This design comes from an exercise in tuning for small area and few clock cycles on the open sky130 flow, not from production work. In this exercise RTL edits were held to simulation tests only and were not proved equivalent to the original. No activity file was given, so power comes from the tool's default toggle rates.

<file path="flow/abc_area.script">
strash
dc2
dch -f
amap
</file>
<file path="config.mk">
export PLATFORM = sky130hd
export DESIGN_NAME = nf5_stream
export DESIGN_NICKNAME = nf5_stream
export VERILOG_FILES = /design/flow/design.v
export SDC_FILE = /design/flow/constraint.sdc
export NUM_CORES = 4
export LEC_CHECK = 0
export CAP_MARGIN = 20
export CORE_MARGIN = 2
export CORE_UTILIZATION = 40
export PLACE_DENSITY = 0.6
export SLEW_MARGIN = 20
</file>
<file path="standard.sh">
#!/bin/bash
# synth_recipe.tcl (not shown) runs the flow's synth.tcl, then flattens the netlist and writes it again
# the make line also repeats each setting of config.mk as NAME=value (left out here)
make -C /OpenROAD-flow-scripts/flow DESIGN_CONFIG=/design/flow/config.mk WORK_HOME=/design/flow/orfs CLKGATE_MAP_FILE= SYNTH_SCRIPT=/design/flow/synth_recipe.tcl "${@:-finish}"
</file>
<file path="design.v">
module nf5_stream (
    input  wire        clk,
    input  wire        rst,
    input  wire        cfg_we,
    input  wire [15:0] cfg_port,
    input  wire        frm_valid,
    output wire        frm_ready,
    input  wire [1:0]  frm_entry,
    input  wire [15:0] frm_len,
    input  wire        in_valid,
    output wire        in_ready,
    input  wire [7:0]  in_data,
    output wire        rec_valid,
    output wire [31:0] rec_src_addr,
    output wire [31:0] rec_dst_addr,
    output wire [31:0] rec_next_hop,
    output wire [15:0] rec_input_if,
    output wire [15:0] rec_output_if,
    output wire [31:0] rec_packets,
    output wire [31:0] rec_octets,
    output wire [31:0] rec_first_ms,
    output wire [31:0] rec_last_ms,
    output wire [15:0] rec_src_port,
    output wire [15:0] rec_dst_port,
    output wire [7:0]  rec_tcp_flags,
    output wire [7:0]  rec_protocol,
    output wire [7:0]  rec_tos,
    output wire [15:0] rec_src_as,
    output wire [15:0] rec_dst_as,
    output wire [7:0]  rec_src_mask,
    output wire [7:0]  rec_dst_mask,
    output wire        done,
    output reg  [3:0]  status,
    output reg  [2:0]  err_stage,
    output wire [31:0] err_a,
    output wire [31:0] err_b,
    output wire [31:0] err_c,
    output wire [15:0] hdr_count,
    output wire [31:0] hdr_sys_uptime_ms,
    output wire [31:0] hdr_unix_secs,
    output wire [31:0] hdr_unix_nsecs,
    output wire [31:0] hdr_flow_seq,
    output wire [7:0]  hdr_engine_type,
    output wire [7:0]  hdr_engine_id,
    output wire [15:0] hdr_sampling_interval,
    output wire [63:0] boot_time_ns
);
    localparam [3:0] E_OK = 4'd0, E_OOB = 4'd1, E_MALFORMED = 4'd2,
                     E_VERSION = 4'd3, E_TRUNCATED = 4'd4, E_LINKTYPE = 4'd5,
                     E_PROTO = 4'd6, E_PORT = 4'd7;
    localparam [2:0] T_LINK = 3'd1, T_NET = 3'd2, T_UDP = 3'd3, T_NF = 3'd4;
    localparam [2:0] S_IDLE = 3'd0, S_LINK = 3'd1, S_NET = 3'd2, S_UDP = 3'd3,
                     S_HDR = 3'd4, S_REC = 3'd5, S_DRAIN = 3'd6, S_FIN = 3'd7;
    reg [2:0]   st;
    reg [15:0]  rem;
    reg [5:0]   off;
    reg [10:0]  fa;
    reg [15:0]  cnt16;
    reg [15:0]  cfg_q;
    reg [351:0] rc;
    wire [15:0] wreg = rc[15:0];    
    reg [159:0] hc;
    reg [64:0]  R;
    reg [4:0]   bc;
    reg         busy;
    wire ok = (status == E_OK);
    assign frm_ready = (st == S_IDLE);
    assign in_ready  = (st != S_IDLE) && (st != S_FIN);
    assign done      = (st == S_FIN) && !busy;
    wire take = in_valid && in_ready;
    wire [15:0] rem_n = rem - 16'd1;
    wire [5:0]  off_n = off + 6'd1;
    wire [10:0] fa_n  = fa + 11'd1;    
    assign rec_valid = take && (st == S_REC) && (off == 6'd45) && ok;
    assign {rec_src_addr, rec_dst_addr, rec_next_hop, rec_input_if, rec_output_if,
            rec_packets, rec_octets, rec_first_ms, rec_last_ms, rec_src_port,
            rec_dst_port, rec_tcp_flags, rec_protocol, rec_tos, rec_src_as,
            rec_dst_as, rec_src_mask} = rc;
    assign rec_dst_mask = in_data;
    assign {hdr_sys_uptime_ms, hdr_unix_secs, hdr_unix_nsecs, hdr_flow_seq,
            hdr_engine_type, hdr_engine_id, hdr_sampling_interval} = hc;
    assign hdr_count    = cnt16;
    assign boot_time_ns = R[63:0];
    wire a_hc  = (status == E_LINKTYPE) || (status == E_PORT) || (status == E_VERSION) ||
                 (status == E_PROTO) || (status == E_MALFORMED && err_stage == T_NET);
    wire a_lo8 = (status == E_PROTO) || (status == E_MALFORMED);
    wire a_lo4 = (status == E_MALFORMED);
    assign err_a = {16'd0, a_hc ? {hc[15:8] & {8{!a_lo8}}, hc[7:4] & {4{!a_lo4}}, hc[3:0]}
                                : {5'd0, fa}};
    assign err_b = {16'd0, cnt16 & {16{!ok}}};
    assign err_c = {16'd0, wreg & {16{!ok}}};
    reg        ent_err;
    reg [2:0]  ent_tag;
    reg [4:0]  ent_a, ent_b;
    always @(*) begin
        ent_err = 1'b0;
        ent_tag = T_NF;
        ent_a   = 5'd0;
        ent_b   = 5'd0;
        case (st)
            S_LINK: begin
                ent_err = rem < 16'd14; ent_tag = T_LINK; ent_b = 5'd14;
            end
            S_NET: begin
                ent_err = rem < 16'd20; ent_tag = T_NET; ent_b = 5'd20;
            end
            S_UDP: begin
                ent_err = rem < 16'd8; ent_tag = T_UDP; ent_b = 5'd8;
            end
            S_HDR: begin
                ent_err = rem < 16'd24; ent_tag = T_NF;
                if (rem[4:0] < 5'd2)       begin ent_a = 5'd0;  ent_b = 5'd2; end
                else if (rem[4:0] < 5'd4)  begin ent_a = 5'd2;  ent_b = 5'd2; end
                else if (rem[4:0] < 5'd8)  begin ent_a = 5'd4;  ent_b = 5'd4; end
                else if (rem[4:0] < 5'd12) begin ent_a = 5'd8;  ent_b = 5'd4; end
                else if (rem[4:0] < 5'd16) begin ent_a = 5'd12; ent_b = 5'd4; end
                else if (rem[4:0] < 5'd20) begin ent_a = 5'd16; ent_b = 5'd4; end
                else if (rem[4:0] < 5'd21) begin ent_a = 5'd20; ent_b = 5'd1; end
                else if (rem[4:0] < 5'd22) begin ent_a = 5'd21; ent_b = 5'd1; end
                else                       begin ent_a = 5'd22; ent_b = 5'd2; end
            end
            default: ;
        endcase
    end
    wire in_layer = (st == S_LINK) || (st == S_NET) || (st == S_UDP) || (st == S_HDR);
    wire [12:0] cnt3  = {2'b00, cnt16[10:0]} + {1'b0, cnt16[10:0], 1'b0};
    wire        cbig  = (cnt16[15:11] != 5'd0) || cnt3[12];
    wire        fits  = !cbig && (rem[15:4] > cnt3[11:0]);
    wire        trunc = (cnt16 != 16'd0) && !fits;
    wire        bs = hc[96 + bc];
    wire        bu = hc[128 + bc];
    wire [33:0] bd = bs ? (bu ? 34'd999000000 : 34'd1000000000)
                        : (bu ? -34'sd1000000 : 34'd0);
    wire [33:0] bt = {R[64], R[64:32]} + bd;
    reg adv;    
    always @(posedge clk) begin
        if (rst) begin
            st    <= S_IDLE;
            cfg_q <= 16'd9500;
            busy  <= 1'b0;
        end else begin
            if (cfg_we)
                cfg_q <= cfg_port;
            if (busy) begin
                R    <= {bt[33:0], R[31:1]};
                bc   <= bc + 5'd1;
                busy <= (bc != 5'd31);
            end
            adv = 1'b0;
            case (st)
                S_IDLE: if (frm_valid) begin
                    rem       <= frm_len;
                    off       <= 6'd0;
                    status    <= E_OK;
                    err_stage <= 3'd0;
                    case (frm_entry)
                        2'd0: st <= S_LINK;
                        2'd1: st <= S_NET;
                        2'd2: st <= S_UDP;
                        default: st <= S_HDR;
                    endcase
                end
                S_FIN: if (!busy) st <= S_IDLE;
                default: begin
                    if (take) begin
                        rem <= rem_n;
                        off <= off_n;
                    end
                    if (in_layer && off == 6'd0) begin
                        rc[15:0] <= rem;
                    end
                    if (in_layer && off == 6'd0 && ent_err) begin
                        status    <= (st == S_HDR) ? E_MALFORMED : E_OOB;
                        err_stage <= ent_tag;
                        fa        <= {6'd0, ent_a};
                        cnt16     <= {11'd0, ent_b};
                        st        <= (rem == 16'd0) ? S_FIN : S_DRAIN;
                    end else if (take) begin
                        case (st)
                            S_LINK: begin
                                hc <= {hc[151:0], in_data};
                                if (off == 6'd13) begin
                                    if ({hc[7:0], in_data} != 16'h0800) begin
                                        status <= E_LINKTYPE; err_stage <= T_LINK;
                                        cnt16 <= 16'd0; rc[15:0] <= 16'd0;
                                        st <= S_DRAIN;
                                    end else begin
                                        adv = 1'b1; st <= S_NET; off <= 6'd0;
                                    end
                                end
                            end
                            S_NET: begin
                                hc <= {hc[151:0], in_data};
                                if (off == 6'd0) begin
                                    fa <= {7'd0, in_data[3:0]};
                                    if (in_data[3:0] < 4'd5) begin
                                        status <= E_MALFORMED; err_stage <= T_NET;
                                        cnt16 <= 16'd0;
                                        st <= S_DRAIN;
                                    end else if ({10'd0, in_data[3:0], 2'b00} > rem) begin
                                        status <= E_OOB; err_stage <= T_NET;
                                        fa <= 11'd20;
                                        cnt16 <= {10'd0, in_data[3:0] - 4'd5, 2'b00};
                                        st <= S_DRAIN;
                                    end
                                end else if (off == 6'd9) begin
                                    if (in_data != 8'd17) begin
                                        status <= E_PROTO; err_stage <= T_NET;
                                        cnt16 <= 16'd0; rc[15:0] <= 16'd0;
                                        st <= S_DRAIN;
                                    end
                                end else if (off_n == {fa[3:0], 2'b00}) begin
                                    adv = 1'b1; st <= S_UDP; off <= 6'd0;
                                end
                            end
                            S_UDP: begin
                                hc <= {hc[151:0], in_data};
                                if (off == 6'd3 && {hc[7:0], in_data} != cfg_q) begin
                                    status <= E_PORT; err_stage <= T_UDP;
                                    cnt16 <= cfg_q; rc[15:0] <= 16'd0;
                                    st <= S_DRAIN;
                                end else if (off == 6'd7) begin
                                    adv = 1'b1; st <= S_HDR; off <= 6'd0;
                                end
                            end
                            S_HDR: begin
                                if (off[5:1] == 5'd1)
                                    cnt16 <= {cnt16[7:0], in_data};
                                hc <= {hc[151:0], in_data};
                                if (off == 6'd1 && {hc[7:0], in_data} != 16'd5) begin
                                    status <= E_VERSION; err_stage <= T_NF;
                                    cnt16 <= 16'd0; rc[15:0] <= 16'd0;
                                    st <= S_DRAIN;
                                end
                                if (off == 6'd8 && trunc) begin
                                    status <= E_TRUNCATED; err_stage <= T_NF;
                                end
                                if (off == 6'd23) begin
                                    off  <= 6'd0;
                                    fa   <= 11'd0;
                                    R[64:32] <= {1'b0, hc[87:56]};
                                    bc   <= 5'd0;
                                    busy <= 1'b1;
                                    st   <= (ok && cnt16 == 16'd0) ? S_DRAIN : S_REC;
                                end
                            end
                            S_REC: begin
                                if (ok && off < 6'd45 && off != 6'd36)
                                    rc <= {rc[343:0], in_data};
                                if (off == 6'd47) begin
                                    off <= 6'd0;
                                    fa  <= fa_n;
                                    if ({5'd0, fa_n} == cnt16) begin
                                        fa <= 11'd0;
                                        st <= S_DRAIN;
                                    end
                                end
                            end
                            default: ;
                        endcase
                    end
                    if (take && rem_n == 16'd0 && !adv)
                        st <= S_FIN;
                end
            endcase
        end
    end
endmodule
</file>
<file path="flow/run.sh">
#!/bin/bash
set -euo pipefail
W=$(pwd)
export BUFFER_PORTS_ARGS="-buffer_cell sky130_fd_sc_hd__buf_1"
export CTS_ARGS="-sink_clustering_enable -repair_clock_nets -dont_use_dummy_load -buf_list sky130_fd_sc_hd__clkbuf_4 -sink_clustering_size 10 -sink_clustering_max_diameter 40"
{
  head -n 1 synth_recipe.tcl
  cat <<EOT
proc abc {args} {
  set i [lsearch \$args -script]
  if {\$i >= 0} { set args [lreplace \$args [expr {\$i + 1}] [expr {\$i + 1}] $W/flow/abc_area.script] }
  yosys abc {*}\$args
}
EOT
  tail -n +2 synth_recipe.tcl
} > area_synth.tcl
sed "s#SYNTH_SCRIPT=[^ ]*#SYNTH_SCRIPT=$W/area_synth.tcl#" standard.sh > area_standard.sh
grep -q "SYNTH_SCRIPT=$W/area_synth.tcl" area_standard.sh
bash area_standard.sh > standard.log 2>&1
</file>
<file path="constraint.sdc">
create_clock -name core_clock -period 11.0 [get_ports {clk}]
set_input_delay 2.2000 -clock core_clock [delete_from_list [all_inputs] [get_ports {clk}]]
set_output_delay 2.2000 -clock core_clock [all_outputs]
set_load 0.01 [all_outputs]
</file>
==> results.toml <==
[critical_path]
max_stage_delay_ns = 1.03
crit_path_end_kind = "register"
reg2regPathDepth = 43
critPathKind = "reg2reg"
rrSetupSlack_ns = 2.34
crit-reg2reg-launch = "bc[2]"
critPathMostFrequentCell = "nor2_1"
worst_path_max_delay_cell = "edfxtp_1"
required_ns = 11.58
crit_end = "R[63]"
crit_start = "bc[2]"
r2r-end = "R[63]"
crit_path_start_kind = "register"
crit_fanout = 35
worstPathArrival_ns = 9.24

[route]
dr.pass1.iters = 7
antenna_left = 0
vias = 18800
viasPerCell = 5.39
routedWlPerCell_um = 23.3
drc = 0
dr.first_iter.drc_count = 1994
routed_wl_um = 81400

[pwr]
power_switching_mw = 1.84
comb_power_share_pct = 22.6
p_leak_nw = 9.79
p_total_mw = 5.59
clkPwrFrac_pct = 21.2
swShare_pct = 32.9
internal_power_mw = 3.75
peakVddDrop_mv = 0.0917
seq_power_share_pct = 56.1
power_density_nw_per_um2 = 181

[layout]
nets = 2743
area_growth_pct = 15.2
drive_above_1_share_pct = 5.27
fillers = 6050
fin_area_um2 = 30900

[clocking]
insertion_delay_ns = 0.90
clock_sinks = 657
htreeDepth = 3
cts_buffers = 98
cts_root_buf = "clkbuf_4"
cts_setup_buffers = 0
clock_path_buffers = 3
cts_resized = 0
cts.clk_slew.worst_paths_ns = 0.09
cts_tree = "yes"
postCtsHoldBufs = 0

[global_route]
grt_use_total_pct = 22.7
grt_pass1_wl_um = 120000
antenna_found_initial = 2
overflow = 0
grt_pass1_vias = 18372
grt_max_degree = 165

[synthesis]
yosysUniqueCellTypes = 53
synth_edf_count = 637
synth_warnings = 1
async_flop_share_pct = 0
ys_ff_latch = 657
ys_seq_area_share_pct = 72.8
ys.flop_type = "edfxtp_1"
syn-cell-area_um2 = 26800
avgSynthCellArea_um2 = 14.4
synth_cells = 1866

[floorplan]
dieArea_um2 = 69100
num_io_pins = 754
start_util_pct = 40.6
die_y_um = 263
die_w_um = 263
coreArea_um2 = 66100
fp-row-count = 94

[status]
status = "timing/DRC/antenna clean"

[timing]
holdWs_ns = 0.368
max_slew.worst_pin.slew_ns = 1.17
rsz0062_at_grt = "no"
fin_crit_sh_pct = 78.7
timing_hold_violations_final = 0
skew_ns = 0.120
drv_slew = 0
finalCriticalPeriod_ns = 8.66
setup_viol = 0
slew_headroom_pct = 21.8
max_freq_mhz = 115

[placement]
portBuffers = 704
gp_congestion = 0.960
hpwl_um = 61100
postPlaceCellArea_um2 = 30100

[flow_run]
maxCapViolCount = 0

[min_path]
hold_depth = 0
hold_class = "reg2reg"
through the flow:
stage / setup TNS (ns) / setup WS, ns / utilization (%) / std cells
floorplan: -782.17 / -2.33 / - / 1914
global placement: 0 / 2.97 / 45.6 / 3385
detailed placement: 0 / 2.53 / 45.6 / 3385
CTS: 0 / 2.49 / 46.7 / 3483
global route: 0 / 1.36 / 46.7 / 3490
finish: 0 / 2.34 / 46.7 / 3490
cell type report:
cell class              count  area [um^2]  area share (%)
flip-flops and latches    657        19500            63.2
clock buffers              98          736            2.38
well taps                 864         1080            3.50
inverters                 168          658            2.13
multi-input cells         968         6010            19.5
diodes                      6         15.0          0.0486
repair buffers            729         2870            9.28
worst max-delay path: cells and delay by family (launching register included):
| kind | cells | cell delay (ns) |
|---|---|---|
| AND/OR/NAND/NOR | 19 | 1.90 |
| flip-flops | 1 | 1.03 |
| adder cells (fa/ha/maj) | 2 | 0.61 |
| buffers and inverters | 3 | 1.36 |
| AO/OA/AOI/OAI | 19 | 3.48 |
synthesized netlist by cell type (11+ instances only):
library cell	count	share of area [%]
a211oi_1	14	0.39
buf_4	121	3.4
nand2_1	82	1.1
ha_1	72	3.4
nor4_1	16	0.37
o221ai_1	28	0.91
edfxtp_1	637	71
o22a_1	14	0.46
o22ai_1	86	2.0
nor3_1	53	0.99
o32a_1	19	0.71
nand4_1	11	0.26
o21ai_0	69	1.3
nor2_1	196	2.7
nand3_1	14	0.26
a21oi_1	58	1.1
clkinv_1	168	2.4
dfxtp_1	20	1.5
nor2b_1	33	0.77
o21a_1	14	0.39
a22oi_1	22	0.62
kinds of logic after synthesis:
group	after synthesis	share of synthesized area [%]
flops	657	72.8
simple gates	434	7.29
compound gates	410	10.6
buf+inv	289	5.74
fa+ha+maj	74	3.51
xor+xnor	1	0.0327
other cells	1	0.0140
cell usage in the layout (no fill, tap or decap), drive strengths merged, types with 11 or more instances in the layout:
master | netlist | layout
buf | 121 | 729
edfxtp | 637 | 637
nor2 | 196 | 196
clkinv | 168 | 167
clkbuf | 0 | 98
o22ai | 86 | 86
nand2 | 82 | 82
ha | 72 | 72
o21ai | 69 | 69
a21oi | 58 | 58
nor3 | 53 | 53
conb | 1 | 49
nor2b | 33 | 33
o221ai | 28 | 28
a22oi | 22 | 22
dfxtp | 20 | 20
o32a | 19 | 19
nor4 | 16 | 16
o21a | 14 | 14
o22a | 14 | 14
nand3 | 14 | 14
a211oi | 14 | 14
nand4 | 11 | 11
registers in the layout, indices dropped and copies added, names as in the netlist:
name / cells
busy: 1
off: 6
hc: 160
rem: 16
rc: 352
st: 3
fa: 11
err_stage: 3
R: 65
status: 3
cnt16: 16
bc: 5
cfg_q: 16
metal layers:
metal  track usage [%]  vias to the layer above  wire [um]
met5                 0                        -          0
met4              7.60                        0       2480
met3              5.43                      141       6270
met2              39.0                      913      40900
met1              28.3                     9240      31700
li1                  -                     8506          -
power groups by stage:
stage	sequential (mW)	clock (mW)	combinational, mW
after floorplan	3.16	0	0.790
after global placement	3.19	0	1.23
after detailed placement	3.19	0	1.25
after CTS	3.13	1.24	1.25
after global routing	3.15	1.33	1.39
final	3.14	1.19	1.26
how the worst min path moves through the flow:
stage                        from  endpoint  slack (ns)
after floorplan              R[1]      R[0]        0.43
after global placement    rc[179]   rc[187]        0.43
after detailed placement   rc[34]    rc[42]        0.43
after CTS                 rc[276]   rc[284]        0.35
after global routing      rc[276]   rc[284]        0.34
final                     rc[276]   rc[284]        0.37
Testbench counts, summed over its fixed seeds: cycles 148,380.

## port drivers added, routing unchanged
Ports are ideal in the flow. The routed layout listed here was re-timed in OpenROAD. Step 1, drivers: a clkbuf_16 drives clk and a buf_2 each remaining input, both assumed. Step 2 also shifts input and output timing later by t, the mid clock arrival at the registers, as if the neighbouring blocks saw the same clock. a / b / c = ideal / step 1 / step 2; a / b = the first two.
shift t [ns]: 0.895
slack for setup (ns): 2.339 / 2.339 / 2.339
hold WS [ns]: 0.368 / 0.368 / 0.368
After both steps setup and hold are still met in this run. For this run, drivers alone change the setup slack by 0.000 ns; drivers and shift together by 0.000 ns.
